Background: an optimization exercise with open tools, aiming at small area, a short achievable clock period and few clock cycles. Do not read the settings as production practice. Only simulation tests tie the RTL to the original design; equivalence was not proved. No activity file was given, so power comes from the tool's default toggle rates.

==> design.v <==
module rtl433_count (
    input  wire [31:0] rem_in,
    input  wire [1:0]  bits,
    input  wire [31:0] w,
    output wire [1:0]  q,
    output wire [31:0] rem_out
);
    wire [32:0] t1 = {rem_in, bits[1]};
    wire [33:0] s1 = {1'b0, t1} - {2'b00, w};
    wire        q1 = ~s1[33];
    wire [31:0] r1 = q1 ? s1[31:0] : t1[31:0];
    wire [32:0] t2 = {r1, bits[0]};
    wire [33:0] s2 = {1'b0, t2} - {2'b00, w};
    wire        q0 = ~s2[33];
    assign rem_out = q0 ? s2[31:0] : t2[31:0];
    assign q       = {q1, q0};
endmodule
module rtl433_demod (
    input  wire        clk,
    input  wire        rst,
    input  wire        cmd_valid,
    output wire        cmd_ready,
    input  wire [31:0] cmd_word,
    input  wire [31:0] cmd_arg0,
    input  wire [31:0] cmd_arg1,
    input  wire [31:0] cmd_arg2,
    input  wire        pair_valid,
    output wire        pair_ready,
    input  wire [31:0] pair_pulse,
    input  wire [31:0] pair_gap,
    input  wire [2:0]  cfg_mode,
    input  wire [31:0] cfg_short_w,
    input  wire [31:0] cfg_long_w,
    input  wire [31:0] cfg_gap_limit,
    input  wire [31:0] cfg_reset_limit,
    input  wire [31:0] cfg_sync_w,
    input  wire [31:0] cfg_tol,
    output reg         rsp_valid,
    output reg  [31:0] rsp_result,
    output reg  [2:0]  rsp_code
);
    localparam OP_NOP     = 8'h00;
    localparam OP_DEMOD   = 8'h10;
    localparam OP_ROWCMP  = 8'h20;
    localparam OP_ROWCMPX = 8'h21;
    localparam OP_FINDREP = 8'h22;
    localparam OP_INVERT  = 8'h23;
    localparam OP_SEARCH  = 8'h24;
    localparam OP_BBREAD  = 8'h30;
    localparam OP_BBNROWS = 8'h31;
    localparam RC_OK        = 3'd0;
    localparam RC_NOT_FOUND = 3'd2;
    localparam RC_BAD_OP    = 3'd3;
    localparam RC_ILLEGAL   = 3'd4;
    localparam C_SHORT = 2'd0;
    localparam C_LONG  = 2'd1;
    localparam C_OUT   = 2'd2;
    localparam F_DATA   = 2'd0;
    localparam F_NEWROW = 2'd1;
    localparam F_RESET  = 2'd2;
    localparam K_NONE = 2'd0;
    localparam K_ADD  = 2'd1;
    localparam K_END  = 2'd2;
    localparam S_IDLE   = 3'd0;
    localparam S_DEMOD  = 3'd1;
    localparam S_CMP    = 3'd2;
    localparam S_SEARCH = 3'd3;
    localparam S_FLOAD  = 3'd4;
    localparam S_FCMP   = 3'd5;
    integer k;
    reg  [2:0]  state;
    reg         cmd_ready_r;
    reg         pair_ready_r;
    assign cmd_ready  = cmd_ready_r;
    assign pair_ready = pair_ready_r;
    wire [511:0] bb_bits;       
    wire [55:0]  bb_len;        
    reg  [3:0]   cur;           
    reg  [6:0]   clen;          
    reg  [3:0]   nrows;
    reg          inv;           
    reg  [2:0]  c_mode;
    reg  [31:0] c_sw, c_lw, c_gl, c_rl, c_sy, c_tol;
    always @(posedge clk) begin
        c_mode <= cfg_mode;
        c_sw   <= cfg_short_w;
        c_lw   <= cfg_long_w;
        c_gl   <= cfg_gap_limit;
        c_rl   <= cfg_reset_limit;
        c_sy   <= cfg_sync_w;
        c_tol  <= cfg_tol;
    end
    wire [32:0] s_lo = {1'b0, c_sw} - {1'b0, c_tol};    
    wire [32:0] s_hi = {1'b0, c_sw} + {1'b0, c_tol};
    wire [32:0] l_lo = {1'b0, c_lw} - {1'b0, c_tol};
    wire [32:0] l_hi = {1'b0, c_lw} + {1'b0, c_tol};
    wire [32:0] mid  = {1'b0, c_sw} + {1'b0, c_lw};
    wire [32:0] y_lo = {1'b0, c_sy} - {1'b0, c_tol};
    wire [32:0] y_hi = {1'b0, c_sy} + {1'b0, c_tol};
    wire        sw_lt_lw = (c_sw < c_lw);
    wire        sw_gt_lw = (c_sw > c_lw);
    wire        is_pcm   = (c_mode == 3'd2) || (c_mode == 3'd3);
    wire        g_long   = (c_mode == 3'd2);         
    wire [31:0] wg       = g_long ? c_lw : c_sw;     
    wire        sw_z     = (c_sw == 32'd0);
    wire        wg_z     = (wg == 32'd0);
    reg  [31:0] p0_p, p0_g;
    reg         p0_fp, p0_mp, p0_fg, p0_mg;    
    reg         valid0;
    reg  [7:0]  pairs_left;
    wire        xfer      = pair_valid & pair_ready_r;
    wire        fp_in     = ({2'b00, pair_pulse} < {c_sw, 2'b00});
    wire        mp_in     = ({6'd0, pair_pulse} < {c_sw, 6'd0});
    wire        fg_in     = ({2'b00, pair_gap} < {wg, 2'b00});
    wire        mg_in     = ({6'd0, pair_gap} < {wg, 6'd0});
    wire        slow_in   = is_pcm & ((~sw_z & ~fp_in) | (~wg_z & ~fg_in));
    always @(posedge clk) begin
        if (pair_ready_r) begin
            p0_p  <= pair_pulse;
            p0_g  <= pair_gap;
            p0_fp <= fp_in;
            p0_mp <= mp_in;
            p0_fg <= fg_in;
            p0_mg <= mg_in;
        end
    end
    function [1:0] class2;
        input [31:0] d;
        reg near, in_s, in_l;
        begin
            near = sw_lt_lw ? ({d, 1'b0} <= mid) :
                   sw_gt_lw ? ({d, 1'b0} >= mid) : 1'b1;
            in_s = (s_lo[32] | (d >= s_lo[31:0])) & ({1'b0, d} <= s_hi);
            in_l = (l_lo[32] | (d >= l_lo[31:0])) & ({1'b0, d} <= l_hi);
            if (near) class2 = in_s ? C_SHORT : C_OUT;
            else      class2 = in_l ? C_LONG  : C_OUT;
        end
    endfunction
    wire [1:0] p_cls = class2(p0_p);
    wire [1:0] g_cls = class2(p0_g);
    wire g_rst  = (c_rl != 32'd0) & (p0_g > c_rl);
    wire g_sync = (c_sy != 32'd0) & (y_lo[32] | (p0_g >= y_lo[31:0])) & ({1'b0, p0_g} <= y_hi);
    wire g_gl   = (c_gl != 32'd0) & (p0_g > c_gl);
    wire [1:0] g_frame = g_rst ? F_RESET : (g_sync | g_gl) ? F_NEWROW : F_DATA;
    wire p_letol = ({1'b0, p0_p} <= s_hi);                    
    wire g_letol = ({1'b0, p0_g} <= (g_long ? l_hi : s_hi));  
    reg         busy1;          
    reg  [3:0]  it;             
    reg  [3:0]  sp_r, sg_r;     
    reg         stopped;        
    reg         v1;
    reg  [1:0]  r1_pcls, r1_gcls, r1_frame;
    reg         r1_pwz, r1_gwz, r1_pletol, r1_gletol;
    reg  [31:0] rr_p, rr_g;     
    reg  [7:0]  qq_p, qq_g;     
    wire [3:0] sp = (sw_z | p0_fp) ? 4'd0 : p0_mp ? 4'd2 : 4'd15;
    wire [3:0] sg = (wg_z | p0_fg) ? 4'd0 : p0_mg ? 4'd2 : 4'd15;
    wire       ld1  = valid0 & ~busy1;
    wire       slow = is_pcm & ((sp != 4'd0) | (sg != 4'd0));
    wire [3:0] smax = (sp > sg) ? sp : sg;
    wire [3:0]  ip = busy1 ? it : sp;
    wire [3:0]  ig = busy1 ? it : sg;
    wire [1:0]  bp = p0_p[2*ip +: 2];
    wire [1:0]  bg = p0_g[2*ig +: 2];
    wire [31:0] remp = busy1 ? rr_p :
                       (sp == 4'd0) ? {2'b00, p0_p[31:2]} :
                       (sp == 4'd2) ? {6'd0, p0_p[31:6]} : 32'd0;
    wire [31:0] remg = busy1 ? rr_g :
                       (sg == 4'd0) ? {2'b00, p0_g[31:2]} :
                       (sg == 4'd2) ? {6'd0, p0_g[31:6]} : 32'd0;
    wire [1:0]  qp, qg;
    wire [31:0] rp, rg;
    rtl433_count u_cp (.rem_in(remp), .bits(bp), .w(c_sw), .q(qp), .rem_out(rp));
    rtl433_count u_cg (.rem_in(remg), .bits(bg), .w(wg),   .q(qg), .rem_out(rg));
    wire act_p = (it < sp_r);
    wire act_g = (it < sg_r);
    always @(posedge clk) begin
        if (rst || state != S_DEMOD) begin
            busy1 <= 1'b0;
            v1    <= 1'b0;
        end else begin
            v1 <= 1'b0;
            if (ld1) begin
                r1_pcls   <= p_cls;
                r1_gcls   <= g_cls;
                r1_frame  <= g_frame;
                r1_pwz    <= sw_z;
                r1_gwz    <= wg_z;
                r1_pletol <= p_letol;
                r1_gletol <= g_letol;
                rr_p      <= sw_z ? 32'd0 : rp;
                qq_p      <= sw_z ? 8'd0 : {6'd0, qp};
                rr_g      <= wg_z ? 32'd0 : rg;
                qq_g      <= wg_z ? 8'd0 : {6'd0, qg};
                sp_r      <= sp;
                sg_r      <= sg;
                it        <= smax - 4'd1;
                if (slow && !stopped)
                    busy1 <= 1'b1;
                else
                    v1 <= ~stopped;
            end else if (busy1) begin
                if (act_p) begin
                    rr_p <= rp;
                    qq_p <= (qq_p[7:6] != 2'b00) ? 8'hFF : {qq_p[5:0], qp};
                end
                if (act_g) begin
                    rr_g <= rg;
                    qq_g <= (qq_g[7:6] != 2'b00) ? 8'hFF : {qq_g[5:0], qg};
                end
                it <= it - 4'd1;
                if (it == 4'd0) begin
                    busy1 <= 1'b0;
                    v1    <= 1'b1;
                end
            end
        end
    end
    wire       cp   = ~r1_pwz & ({rr_p, 1'b0} >= {1'b0, c_sw});
    wire [8:0] np   = {1'b0, qq_p} + {8'd0, cp};
    wire       okp  = r1_pwz ? r1_pletol :
                      cp ? (s_lo[32] | (rr_p >= s_lo[31:0])) : (rr_p <= c_tol);
    wire [32:0] wlo = g_long ? l_lo : s_lo;
    wire       cg   = ~r1_gwz & ({rr_g, 1'b0} >= {1'b0, wg});
    wire [8:0] ng   = {1'b0, qq_g} + {8'd0, cg};
    wire       okg  = r1_gwz ? r1_gletol :
                      cg ? (wlo[32] | (rr_g >= wlo[31:0])) : (rr_g <= c_tol);
    reg  [1:0] a_kind, b_kind;
    reg        a_one, b_one;
    reg  [8:0] a_cnt, b_cnt;
    always @(*) begin
        a_kind = K_NONE; a_one = 1'b0; a_cnt = 9'd1;
        b_kind = K_NONE; b_one = 1'b0; b_cnt = 9'd1;
        case (c_mode)
            3'd0, 3'd4: begin
                if (r1_pcls == C_SHORT)     begin a_kind = K_ADD; a_one = 1'b1; end
                else if (r1_pcls == C_LONG) begin a_kind = K_ADD; end
                else                        a_kind = K_END;
            end
            3'd2, 3'd3: begin
                if (okp) begin a_kind = K_ADD; a_one = 1'b1; a_cnt = np; end
                else     a_kind = K_END;
            end
            default: ;
        endcase
        if (r1_frame != F_DATA) begin
            b_kind = K_END;
        end else begin
            case (c_mode)
                3'd1: begin
                    if (r1_gcls == C_SHORT)     b_kind = K_ADD;
                    else if (r1_gcls == C_LONG) begin b_kind = K_ADD; b_one = 1'b1; end
                    else                        b_kind = K_END;
                end
                3'd2, 3'd3: begin
                    if (okg) begin b_kind = K_ADD; b_cnt = ng; end
                    else     b_kind = K_END;
                end
                3'd4: begin
                    if (r1_gcls == C_OUT) b_kind = K_END;
                end
                default: ;
            endcase
        end
    end
    wire       cur_ok = ~cur[3];
    wire [6:0] room0  = 7'd64 - clen;
    wire [6:0] a_n    = (a_cnt > {2'b00, room0}) ? room0 : a_cnt[6:0];
    wire       a_add  = (a_kind == K_ADD) & cur_ok;
    wire       a_end  = (a_kind == K_END) & cur_ok & (clen != 7'd0);
    wire [6:0] len1   = a_end ? 7'd0 : a_add ? (clen + a_n) : clen;
    wire [3:0] cur1   = cur + {3'd0, a_end};
    wire       cur1_ok = ~cur1[3];
    wire [6:0] room1  = 7'd64 - len1;
    wire [6:0] b_n    = (b_cnt > {2'b00, room1}) ? room1 : b_cnt[6:0];
    wire       b_add  = (b_kind == K_ADD) & cur1_ok;
    wire       b_end  = (b_kind == K_END) & cur1_ok & (len1 != 7'd0);
    wire [6:0] len2   = b_add ? (len1 + b_n) : len1;
    wire [3:0] cur2   = cur1 + {3'd0, b_end};
    wire [6:0] clen2  = b_end ? 7'd0 : len2;
    wire       ones_en = v1 & ((a_add & a_one) | (b_add & b_one));
    wire [8:0] ones_c  = a_one ? a_cnt : b_cnt;
    wire [9:0] ones_s  = {3'd0, clen} + {1'b0, ones_c};
    wire [6:0] ones_e  = (ones_s > 10'd64) ? 7'd64 : ones_s[6:0];
    reg  [63:0] ones_m;
    always @(*) begin
        for (k = 0; k < 64; k = k + 1)
            ones_m[k] = (k >= clen) && (k < ones_e);
    end
    reg        dclr;            
    wire       clr = rst | dclr;
    genvar gr;
    generate
        for (gr = 0; gr < 8; gr = gr + 1) begin : g_row
            reg [63:0] bits;
            reg [6:0]  len;
            wire       sel = ones_en & (cur == gr);
            always @(posedge clk) begin
                bits <= (bits & {64{~clr}}) | (ones_m & {64{sel}});
                if (clr)
                    len <= 7'd0;
                else if (v1 && cur1_ok && cur1[2:0] == gr)
                    len <= len2;
            end
            assign bb_bits[gr*64 +: 64] = bits;
            assign bb_len[gr*7 +: 7]    = len;
        end
    endgenerate
    wire [3:0] nrows_now = cur + {3'd0, cur_ok & (clen != 7'd0)};
    wire [3:0] nrows_app = cur2 + {3'd0, ~cur2[3] & (clen2 != 7'd0)};
    reg  [63:0] W;
    reg  [6:0]  ws;             
    reg  [6:0]  wl;             
    reg  [6:0]  ob7;
    reg         big;            
    reg  [6:0]  spos;           
    reg         sbig;
    reg  [2:0]  a_reg, b_reg;
    reg  [6:0]  lena;           
    reg  [7:0]  fmask, scan;
    reg  [3:0]  kk, fcnt;
    reg  [2:0]  leader;
    function [2:0] first8;
        input [7:0] m;
        begin
            first8 = m[0] ? 3'd0 : m[1] ? 3'd1 : m[2] ? 3'd2 : m[3] ? 3'd3 :
                     m[4] ? 3'd4 : m[5] ? 3'd5 : m[6] ? 3'd6 : 3'd7;
        end
    endfunction
    function [3:0] pop8;
        input [7:0] m;
        integer b;
        begin
            pop8 = 4'd0;
            for (b = 0; b < 8; b = b + 1)
                pop8 = pop8 + {3'd0, m[b]};
        end
    endfunction
    wire [2:0] f_i0 = first8(fmask);
    wire [2:0] f_j  = first8(scan);
    reg  [2:0] pa_sel;
    always @(*) begin
        case (state)
            S_IDLE:   pa_sel = cmd_word[18:16];
            S_CMP:    pa_sel = b_reg;
            S_SEARCH: pa_sel = a_reg;
            S_FLOAD:  pa_sel = f_i0;
            default:  pa_sel = f_j;
        endcase
    end
    wire [63:0]  pa  = bb_bits[pa_sel*64 +: 64];
    wire [127:0] pa2 = {pa, pa} >> spos[5:0];
    wire [63:0]  rot = pa2[63:0];
    wire [7:0] we = {1'b0, ws} + {1'b0, wl};
    reg  [63:0] wmask;
    always @(*) begin
        for (k = 0; k < 64; k = k + 1)
            wmask[k] = (k >= ws) && (k < we);
    end
    wire eq0 = ~|((rot ^ W) & wmask);
    wire eq1 = ~|((rot[32:1] ^ W[31:0]) & wmask[31:0]);
    wire eq2 = ~|((rot[33:2] ^ W[31:0]) & wmask[31:0]);
    wire eq3 = ~|((rot[34:3] ^ W[31:0]) & wmask[31:0]);
    wire [6:0] lenb   = bb_len[b_reg*7 +: 7];
    wire       c_fits = ~big & ({1'b0, ws} + {1'b0, wl} <= {1'b0, lena}) &
                               ({1'b0, ob7} + {1'b0, wl} <= {1'b0, lenb});
    wire [7:0] lastpos = {1'b0, lena} - {1'b0, wl};
    wire [7:0] pos0 = {1'b0, spos};
    wire [7:0] pos1 = pos0 + 8'd1;
    wire [7:0] pos2 = pos0 + 8'd2;
    wire [7:0] pos3 = pos0 + 8'd3;
    wire       lp_ok = ~sbig & ~lastpos[7];
    wire       fit0 = lp_ok & (pos0 <= lastpos);
    wire       fit1 = lp_ok & (pos1 <= lastpos);
    wire       fit2 = lp_ok & (pos2 <= lastpos);
    wire       fit3 = lp_ok & (pos3 <= lastpos);
    wire       hit0 = fit0 & eq0;
    wire       hit1 = fit1 & eq1;
    wire       hit2 = fit2 & eq2;
    wire       hit3 = fit3 & eq3;
    wire [7:0] hitpos = hit0 ? pos0 : hit1 ? pos1 : hit2 ? pos2 : pos3;
    wire [3:0] f_cntn = fcnt + {3'd0, eq0};
    wire [7:0] f_scan = scan & ~(8'd1 << f_j);
    wire [7:0] f_mask = eq0 ? (fmask & ~(8'd1 << f_j)) : fmask;
    wire [7:0] w_op = cmd_word[31:24];
    wire [7:0] w_a  = cmd_word[23:16];
    wire [7:0] w_b  = cmd_word[15:8];
    wire [7:0] w_z  = cmd_word[7:0];
    reg        w_legal;
    always @(*) begin
        case (w_op)
            OP_NOP, OP_FINDREP, OP_INVERT, OP_BBNROWS:
                w_legal = (w_a == 8'd0) && (w_b == 8'd0) && (w_z == 8'd0);
            OP_DEMOD, OP_SEARCH:
                w_legal = (w_b == 8'd0) && (w_z == 8'd0);
            OP_ROWCMP, OP_ROWCMPX, OP_BBREAD:
                w_legal = (w_z == 8'd0);
            default:
                w_legal = 1'b0;
        endcase
    end
    wire       accept = cmd_valid & cmd_ready_r;
    wire [6:0] len_in = bb_len[w_a[2:0]*7 +: 7];
    wire       a_bad  = (w_a >= {4'd0, nrows});
    wire       b_bad  = (w_b >= {4'd0, nrows});
    wire       big0   = |cmd_arg0[31:7];
    wire       big1   = |cmd_arg1[31:7];
    wire       big2   = |cmd_arg2[31:7];
    wire [31:0] rd_half = w_b[1] ? pa[63:32] : pa[31:0];
    reg  [31:0] rd_word;
    always @(*) begin
        for (k = 0; k < 32; k = k + 1)
            rd_word[(k / 8) * 8 + 7 - (k % 8)] =
                rd_half[k] ^ (inv & ({1'b0, len_in} > ({2'b00, w_b[1], 5'd0} + k)));
    end
    reg  [31:0] pat;
    always @(*) begin
        for (k = 0; k < 32; k = k + 1)
            pat[k] = cmd_arg2[31 - k] ^ inv;
    end
    reg  [7:0] cand;
    always @(*) begin
        for (k = 0; k < 8; k = k + 1)
            cand[k] = ~big0 & (cmd_arg0[6:0] != 7'd0) &
                      (bb_len[k*7 +: 7] == cmd_arg0[6:0]);
    end
    reg         n_rv;
    reg  [31:0] n_res;
    reg  [2:0]  n_code;
    always @(posedge clk) begin
        if (rst) begin
            state        <= S_IDLE;
            cmd_ready_r  <= 1'b1;
            pair_ready_r <= 1'b0;
            rsp_valid    <= 1'b0;
            rsp_result   <= 32'd0;
            rsp_code     <= 3'd0;
            nrows        <= 4'd0;
            inv          <= 1'b0;
            cur          <= 4'd0;
            clen         <= 7'd0;
            dclr         <= 1'b0;
            valid0       <= 1'b0;
            pairs_left   <= 8'd0;
            stopped      <= 1'b0;
        end else begin
            rsp_valid <= 1'b0;
            dclr      <= 1'b0;
            valid0    <= xfer;
            case (state)
                S_IDLE: begin
                    if (accept) begin
                        if (!w_legal) begin
                            rsp_valid  <= 1'b1;
                            rsp_result <= 32'd0;
                            rsp_code   <= RC_ILLEGAL;
                        end else begin
                            case (w_op)
                                OP_DEMOD: begin
                                    state        <= S_DEMOD;
                                    cmd_ready_r  <= 1'b0;
                                    dclr         <= 1'b1;
                                    pairs_left   <= w_a;
                                    pair_ready_r <= (w_a != 8'd0);
                                    stopped      <= 1'b0;
                                    inv          <= 1'b0;
                                end
                                OP_ROWCMP, OP_ROWCMPX: begin
                                    if (a_bad || b_bad) begin
                                        rsp_valid  <= 1'b1;
                                        rsp_result <= 32'd0;
                                        rsp_code   <= RC_BAD_OP;
                                    end else begin
                                        state       <= S_CMP;
                                        cmd_ready_r <= 1'b0;
                                    end
                                end
                                OP_SEARCH: begin
                                    if (a_bad || big0 || cmd_arg0[6:0] == 7'd0 ||
                                        cmd_arg0[6:0] > 7'd32) begin
                                        rsp_valid  <= 1'b1;
                                        rsp_result <= 32'd0;
                                        rsp_code   <= RC_BAD_OP;
                                    end else begin
                                        state       <= S_SEARCH;
                                        cmd_ready_r <= 1'b0;
                                    end
                                end
                                OP_FINDREP: begin
                                    state       <= S_FLOAD;
                                    cmd_ready_r <= 1'b0;
                                end
                                OP_INVERT: begin
                                    inv        <= ~inv;
                                    rsp_valid  <= 1'b1;
                                    rsp_result <= 32'd0;
                                    rsp_code   <= RC_OK;
                                end
                                OP_BBREAD: begin
                                    rsp_valid <= 1'b1;
                                    if (w_a >= 8'd8 || w_b > 8'd2) begin
                                        rsp_result <= 32'd0;
                                        rsp_code   <= RC_BAD_OP;
                                    end else begin
                                        rsp_result <= (w_b == 8'd0) ? {25'd0, len_in} : rd_word;
                                        rsp_code   <= RC_OK;
                                    end
                                end
                                OP_BBNROWS: begin
                                    rsp_valid  <= 1'b1;
                                    rsp_result <= {28'd0, nrows};
                                    rsp_code   <= RC_OK;
                                end
                                default: begin    
                                    rsp_valid  <= 1'b1;
                                    rsp_result <= 32'd0;
                                    rsp_code   <= RC_OK;
                                end
                            endcase
                        end
                    end
                end
                S_DEMOD: begin
                    if (dclr) begin
                        cur   <= 4'd0;
                        clen  <= 7'd0;
                        nrows <= 4'd0;
                    end else if (v1) begin
                        cur  <= cur2;
                        clen <= clen2;
                    end
                    if (ld1 && g_frame == F_RESET)
                        stopped <= 1'b1;
                    pairs_left   <= pairs_left - {7'd0, xfer};
                    pair_ready_r <= (pairs_left - {7'd0, xfer} != 8'd0) &&
                                    !(xfer && slow_in) &&
                                    !(ld1 && slow && !stopped && smax != 4'd1) &&
                                    !(busy1 && it > 4'd1);
                    if (pairs_left == 8'd0 && !valid0 && !busy1) begin
                        state       <= S_IDLE;
                        cmd_ready_r <= 1'b1;
                        rsp_valid   <= 1'b1;
                        rsp_code    <= RC_OK;
                        if (dclr) begin
                            rsp_result <= 32'd0;
                        end else if (v1) begin
                            rsp_result <= {28'd0, nrows_app};
                            nrows      <= nrows_app;
                        end else begin
                            rsp_result <= {28'd0, nrows_now};
                            nrows      <= nrows_now;
                        end
                    end
                end
                S_CMP: begin
                    state       <= S_IDLE;
                    cmd_ready_r <= 1'b1;
                    rsp_valid   <= 1'b1;
                    rsp_result  <= {31'd0, c_fits & eq0};
                    rsp_code    <= RC_OK;
                end
                S_SEARCH: begin
                    if (hit0 || hit1 || hit2 || hit3) begin
                        state       <= S_IDLE;
                        cmd_ready_r <= 1'b1;
                        rsp_valid   <= 1'b1;
                        rsp_result  <= {24'd0, hitpos};
                        rsp_code    <= RC_OK;
                    end else if (!fit3) begin
                        state       <= S_IDLE;
                        cmd_ready_r <= 1'b1;
                        rsp_valid   <= 1'b1;
                        rsp_result  <= 32'hFFFFFFFF;
                        rsp_code    <= RC_NOT_FOUND;
                    end
                end
                S_FLOAD: begin
                    if (fmask == 8'd0 || pop8(fmask) < kk) begin
                        state       <= S_IDLE;
                        cmd_ready_r <= 1'b1;
                        rsp_valid   <= 1'b1;
                        rsp_result  <= 32'hFFFFFFFF;
                        rsp_code    <= RC_NOT_FOUND;
                    end else if (kk <= 4'd1) begin
                        state       <= S_IDLE;
                        cmd_ready_r <= 1'b1;
                        rsp_valid   <= 1'b1;
                        rsp_result  <= {29'd0, f_i0};
                        rsp_code    <= RC_OK;
                    end else begin
                        state <= S_FCMP;
                    end
                end
                S_FCMP: begin
                    if (f_cntn >= kk) begin
                        state       <= S_IDLE;
                        cmd_ready_r <= 1'b1;
                        rsp_valid   <= 1'b1;
                        rsp_result  <= {29'd0, leader};
                        rsp_code    <= RC_OK;
                    end else if (f_scan == 8'd0 || f_cntn + pop8(f_scan) < kk) begin
                        state <= S_FLOAD;
                    end
                end
                default: state <= S_IDLE;
            endcase
        end
    end
    always @(posedge clk) begin
        if (state == S_IDLE && accept) begin
            if (w_op == OP_SEARCH)
                W[31:0] <= pat;
            else
                W <= pa;
        end else if (state == S_FLOAD) begin
            W <= pa;
        end
        if (state == S_IDLE && accept) begin
            a_reg <= w_a[2:0];
            b_reg <= w_b[2:0];
            lena  <= len_in;
            fmask <= cand;
            kk    <= (cmd_arg1[31:4] != 28'd0) ? 4'd15 : cmd_arg1[3:0];
            sbig  <= big1;
            case (w_op)
                OP_ROWCMPX: begin
                    ws   <= cmd_arg1[6:0];
                    wl   <= cmd_arg0[6:0];
                    ob7  <= cmd_arg2[6:0];
                    big  <= big0 | big1 | big2;
                    spos <= {1'b0, cmd_arg2[5:0] - cmd_arg1[5:0]};
                end
                OP_SEARCH: begin
                    ws   <= 7'd0;
                    wl   <= cmd_arg0[6:0];
                    ob7  <= 7'd0;
                    big  <= 1'b0;
                    spos <= cmd_arg1[6:0];
                end
                default: begin    
                    ws   <= 7'd0;
                    wl   <= cmd_arg0[6:0];
                    ob7  <= 7'd0;
                    big  <= big0;
                    spos <= 7'd0;
                end
            endcase
        end else if (state == S_SEARCH) begin
            spos <= spos + 7'd4;
        end else if (state == S_FLOAD) begin
            leader <= f_i0;
            fmask  <= fmask & ~(8'd1 << f_i0);
            scan   <= fmask & ~(8'd1 << f_i0);
            fcnt   <= 4'd1;
        end else if (state == S_FCMP) begin
            fcnt  <= f_cntn;
            scan  <= f_scan;
            fmask <= f_mask;
        end
    end
endmodule
==> run.sh <==
#!/bin/bash
# synth_recipe.tcl (not shown) runs the flow's synth.tcl, then flattens the netlist and writes it again
# the make line also repeats each setting of config.mk as NAME=value (left out here)
make -C /OpenROAD-flow-scripts/flow DESIGN_CONFIG=/design/flow/config.mk WORK_HOME=/design/flow/orfs CLKGATE_MAP_FILE= SYNTH_SCRIPT=/design/flow/synth_recipe.tcl finish
==> config.mk <==
export PLATFORM = sky130hd
export DESIGN_NAME = rtl433_demod
export DESIGN_NICKNAME = rtl433_demod
export VERILOG_FILES = /design/flow/design.v
export SDC_FILE = /design/flow/constraint.sdc
export NUM_CORES = 4
export LEC_CHECK = 0
export CAP_MARGIN = 20
export CORE_MARGIN = 2
export CORE_UTILIZATION = 20
export PLACE_DENSITY = 0.3
export SLEW_MARGIN = 20
==> constraint.sdc <==
create_clock -name core_clock -period 16.0 [get_ports {clk}]
set_input_delay 3.2000 -clock core_clock [delete_from_list [all_inputs] [get_ports {clk}]]
set_output_delay 3.2000 -clock core_clock [all_outputs]
set_load 0.01 [all_outputs]
==> results.sh <==
export IMPL_status="finished with violations"
export IMPL_failed_checks="max-slew violations"
export IMPL_fillCellCount=52350
export IMPL_rrSetupSlack_ns=1.11
export IMPL_die_h_um=699.2
export IMPL_yosys_most_used_dff="dfxtp_1"
export IMPL_synth_area_um2=96650
export IMPL_vdd_drop_max_mv=0.07247
export IMPL_worstSetupStartpointType="register"
export IMPL_ys_types=106
export IMPL_gr_total_overflow=0
export IMPL_r2r_end="rsp_result[1]$_SDFFE_PP0P_"
export IMPL_reg2reg_from="c_tol[2]$_DFF_P_"
export IMPL_critPathKind="register to register"
export IMPL_remaining_drc_errors=0
export IMPL_io_buffers=428
export IMPL_grt_pass1_wl_um=726600
export IMPL_syn_nets=13180
export IMPL_ys_async_sr_fraction_pct=0
export IMPL_min_path_cells=2
export IMPL_routabilityCongestion=0.8880
export IMPL_setup_violations=0
export IMPL_period_share_pct=93.04
export IMPL_grt_pass1_vias=90010
export IMPL_numCtsBuffers=169
export IMPL_cts_tree="done"
export IMPL_top_layer="met5"
export IMPL_place_ws_ns=0.6878
export IMPL_fin_ws_ns=1.114
export IMPL_vias_per_cell=4.983
export IMPL_place_hpwl_um=412000
export IMPL_synth_top_area_cell="dfxtp_1"
export IMPL_synth_edf_count=300
export IMPL_hp_class="register to register"
export IMPL_reg2reg_depth=79
export IMPL_io_pins=429
export IMPL_worstPathMaxFanout=6
export IMPL_track_usage_pct=20.67
export IMPL_fmax_ghz=0.06718
export IMPL_drive_above_1_share_pct=9.157
export IMPL_m1WireLength_um=237800
export IMPL_required_ns=16.78
export IMPL_dr_pass1_iters=8
export IMPL_fin_skew_ns=0.1022
export IMPL_hold_violations=0
export IMPL_die_w_um=699.2
export IMPL_slowest_delay_ns=0.65
export IMPL_cp_end_kind="register"
export IMPL_routed_wl_um=524500
export IMPL_synth_top_area_share_pct=17.25
export IMPL_holdBufCountCts=0
export IMPL_largest_reg_flops=512
export IMPL_area_delta_synth_final_pct=20.41
export IMPL_syn_area_per_cell_um2=8.451
export IMPL_holdWs_ns=0.4418
export IMPL_antenna_found_initial=50
export IMPL_drt_iter0_drc=7521
export IMPL_ys_seq_area_share_pct=26.58
export IMPL_std_cell_rows=255
export IMPL_slew_viol_final=92
export IMPL_wl_met3_um=25360
export IMPL_start_util_pct=20.06
export IMPL_met2_length_um=245300
export IMPL_ys_ff_latch=1133
export IMPL_ys_warnings_count=1
export IMPL_core_um2=481800
export IMPL_drv_cap=0
export IMPL_rsz0062_at_grt="no"
export IMPL_synth_area_leaders="dfxtp_1 (17%), ha_1 (17%), edfxtp_1 (9.3%), o21ai_0 (4.6%), a21oi_1 (3.9%)"
export IMPL_clkTransAtPathRegs_ns=0.05
export IMPL_antenna_left=0
export IMPL_syn_inst=11440
export IMPL_min_period_ns=14.89
export IMPL_hold_path_endpoint="g_row[5].bits[5]$_DFF_P_"
export IMPL_placed_cell_area_um2=110700
export IMPL_cts_root_buffer="clkbuf_16"
export IMPL_cts_buffer_depth=4
export IMPL_wl_per_cell_um=28.35
export IMPL_layout_nets=13670
export IMPL_clock_sinks=1133
export IMPL_grt_max_degree=233
export IMPL_tightestPinTransition_ns=1.633
export IMPL_arrival_ns=15.67
export IMPL_top_regs="g_row.bits: 512 flops, W: 64 flops, g_row.len: 56 flops"
export IMPL_top_register="g_row.bits"
export IMPL_cts_htree_levels=4
export IMPL_powerDensity_nw_per_um2=85.70
export IMPL_crit_path_top_delay_cell="or4b_2"
export IMPL_clk_latency_ns=0.94
export IMPL_vias=92180
export IMPL_setup_tns_ns=0
export IMPL_relSlewSlack_pct=-8.881
export IMPL_min_from="g_row[5].bits[5]$_DFF_P_"
export IMPL_fin_area_um2=116400
export IMPL_cellLeakagePower_uw=0.04849
export IMPL_dieArea_um2=488800
-- final cells by class --
type / instances / area, µm² / area share, %
antenna: 30 / 75.07 / 0.06451
clock buffer: 227 / 4742 / 4.075
clock inverter: 68 / 743.2 / 0.6386
inverter: 522 / 1959 / 1.684
multi-input combinational: 9187 / 67030 / 57.60
sequential: 1133 / 25690 / 22.08
tap: 6425 / 8039 / 6.908
timing repair buffer: 908 / 8092 / 6.953
-- worst max path at each step --
| stage | from | end | cells after the start |
|---|---|---|---|
| CTS | c_tol[1]$_DFF_P_ | rsp_result[1]$_SDFFE_PP0P_ | 77 |
| global placement | c_tol[1]$_DFF_P_ | rsp_result[2]$_SDFFE_PP0P_ | 79 |
| floorplan | c_tol[1]$_DFF_P_ | rsp_result[1]$_SDFFE_PP0P_ | 80 |
| finish | c_tol[2]$_DFF_P_ | rsp_result[1]$_SDFFE_PP0P_ | 79 |
| global route | c_tol[1]$_DFF_P_ | rsp_result[2]$_SDFFE_PP0P_ | 83 |
| detailed placement | c_tol[1]$_DFF_P_ | rsp_result[1]$_SDFFE_PP0P_ | 77 |
-- layer usage --
layer,global-route usage [%],vias up
li1,-,43230
met1,27.68,45420
met2,34.80,2923
met3,2.576,613
met4,5.631,2
met5,0,-
-- metrics by stage --
stage,utilization [%],power (µW),std cells
CTS,24.11,10090,18470
finish,24.15,9974,18500
global route,24.15,10460,18490
global placement,22.97,6139,18170
floorplan,-,4904,11440
detailed placement,22.98,6147,18170
-- power breakdown --
part           total, µW  internal, µW  switching [µW]
clock               3850          2240            1600
combinational       3050          1140            1910
sequential          3080          3000            76.3
total               9970          6390            3590
-- timing repair --
item | in CTS | in global routing
endpoints found under the hold margin | 0 | 0
resized for setup | 0 | 15
buffers inserted | 0 | 2
endpoints found under the setup margin | 0 | 8
-- cells by family (layout without fill, tap and decap cells) --
group / count (synthesis) / count (layout) / share of synthesized area [%]
AOI/OAI and AO/OA: 3342 / 3342 / 22.37
xor gates and xnor gates: 642 / 642 / 5.818
adders and majority gates: 1355 / 1355 / 17.75
buffers and inverters: 1117 / 1725 / 4.475
DFF: 1133 / 1133 / 26.58
muxes: 324 / 324 / 5.117
other: 2 / 32 / 0.007770
and+or+nand+nor: 3522 / 3522 / 17.88
-- cell usage after synthesis (49+ instances only) --
| cell type | instances |
|---|---|
| nand2b_1 | 197 |
| o22ai_1 | 148 |
| nor2_1 | 882 |
| dfxtp_1 | 833 |
| nor3_1 | 203 |
| mux4_2 | 131 |
| edfxtp_1 | 300 |
| buf_2 | 55 |
| a21oi_1 | 747 |
| ha_1 | 1327 |
| or2_2 | 57 |
| xnor2_1 | 400 |
| o21a_1 | 84 |
| a31oi_1 | 72 |
| or4_1 | 78 |
| and2_1 | 52 |
| nor4_1 | 105 |
| inv_1 | 505 |
| a21o_1 | 306 |
| nor2b_1 | 181 |
| a22o_1 | 197 |
| mux2_2 | 49 |
| o21ai_0 | 891 |
| or3_1 | 61 |
| and3_1 | 359 |
| clkbuf_1 | 488 |
| a211oi_1 | 372 |
| xor2_1 | 242 |
| nand2_1 | 935 |
| mux2i_1 | 142 |
| o21bai_1 | 60 |
| nand3_1 | 149 |
| nand4_1 | 190 |
-- worst max-delay path: cells and delay by family, from the launching register on --
family          cells  cell delay (ns)
compound gates     33             5.94
simple gates       27             4.05
fa+ha+maj          10             2.98
xor+xnor            4             0.73
buf+inv             4             0.62
flops               1             0.33
mux                 1             0.17
-- placed cells by master, fill, tap and decap left out, types with 41 or more instances in the layout --
master	synthesis	final
nor3_1	203	194
o22ai_1	148	148
a221oi_1	42	41
o21ai_0	891	883
a211oi_1	372	368
dfxtp_1	833	830
and2_1	52	52
edfxtp_1	300	300
o21a_1	84	83
clkbuf_16	0	173
inv_1	505	505
nor2_1	882	877
nand3_1	149	149
ha_1	1327	1327
clkdlybuf4s50_1	0	426
nand2b_1	197	197
or2_2	57	57
a31oi_1	72	69
nand2_1	935	933
xnor2_1	400	400
mux2i_1	142	142
a21oi_1	747	744
nand4_1	190	190
buf_4	11	463
mux2_2	49	49
o21bai_1	60	60
mux4_2	131	131
nor2b_1	181	180
nor4_1	105	98
xor2_1	242	240
o211ai_1	46	46
or4_1	78	78
or3_1	61	53
and3_1	359	359
a21o_1	306	305
a22o_1	197	197
Testbench counts, summed over its fixed seeds: cycles 37,522.

-- re-timing with driven ports --
The results above use ideal ports. As a check the final layout listed here was re-extracted and re-timed, cells and wires unchanged.
Step 1, drivers: a clkbuf_16 drives clk and a buf_2 each remaining input, both assumed.
Step 2 moves the port delays by t, midway between the first and last clock arrival at a register: inputs arrive t later, outputs are due t later. That takes back most of the time a late clock gives input paths.
Slacks: ideal / step 1 / step 2; pairs: ideal / step 1.
t (ns): 0.996
setup WS [ns]: 1.114 / 1.114 / 1.114
hold slack, ns: 0.442 / 0.442 / 0.442
clock arrival spread, ns: 0.102 / 0.103
worst data-port slew with drivers (ns): 0.25
For this run, drivers alone change the setup slack by 0.000 ns; drivers and shift together by 0.000 ns.
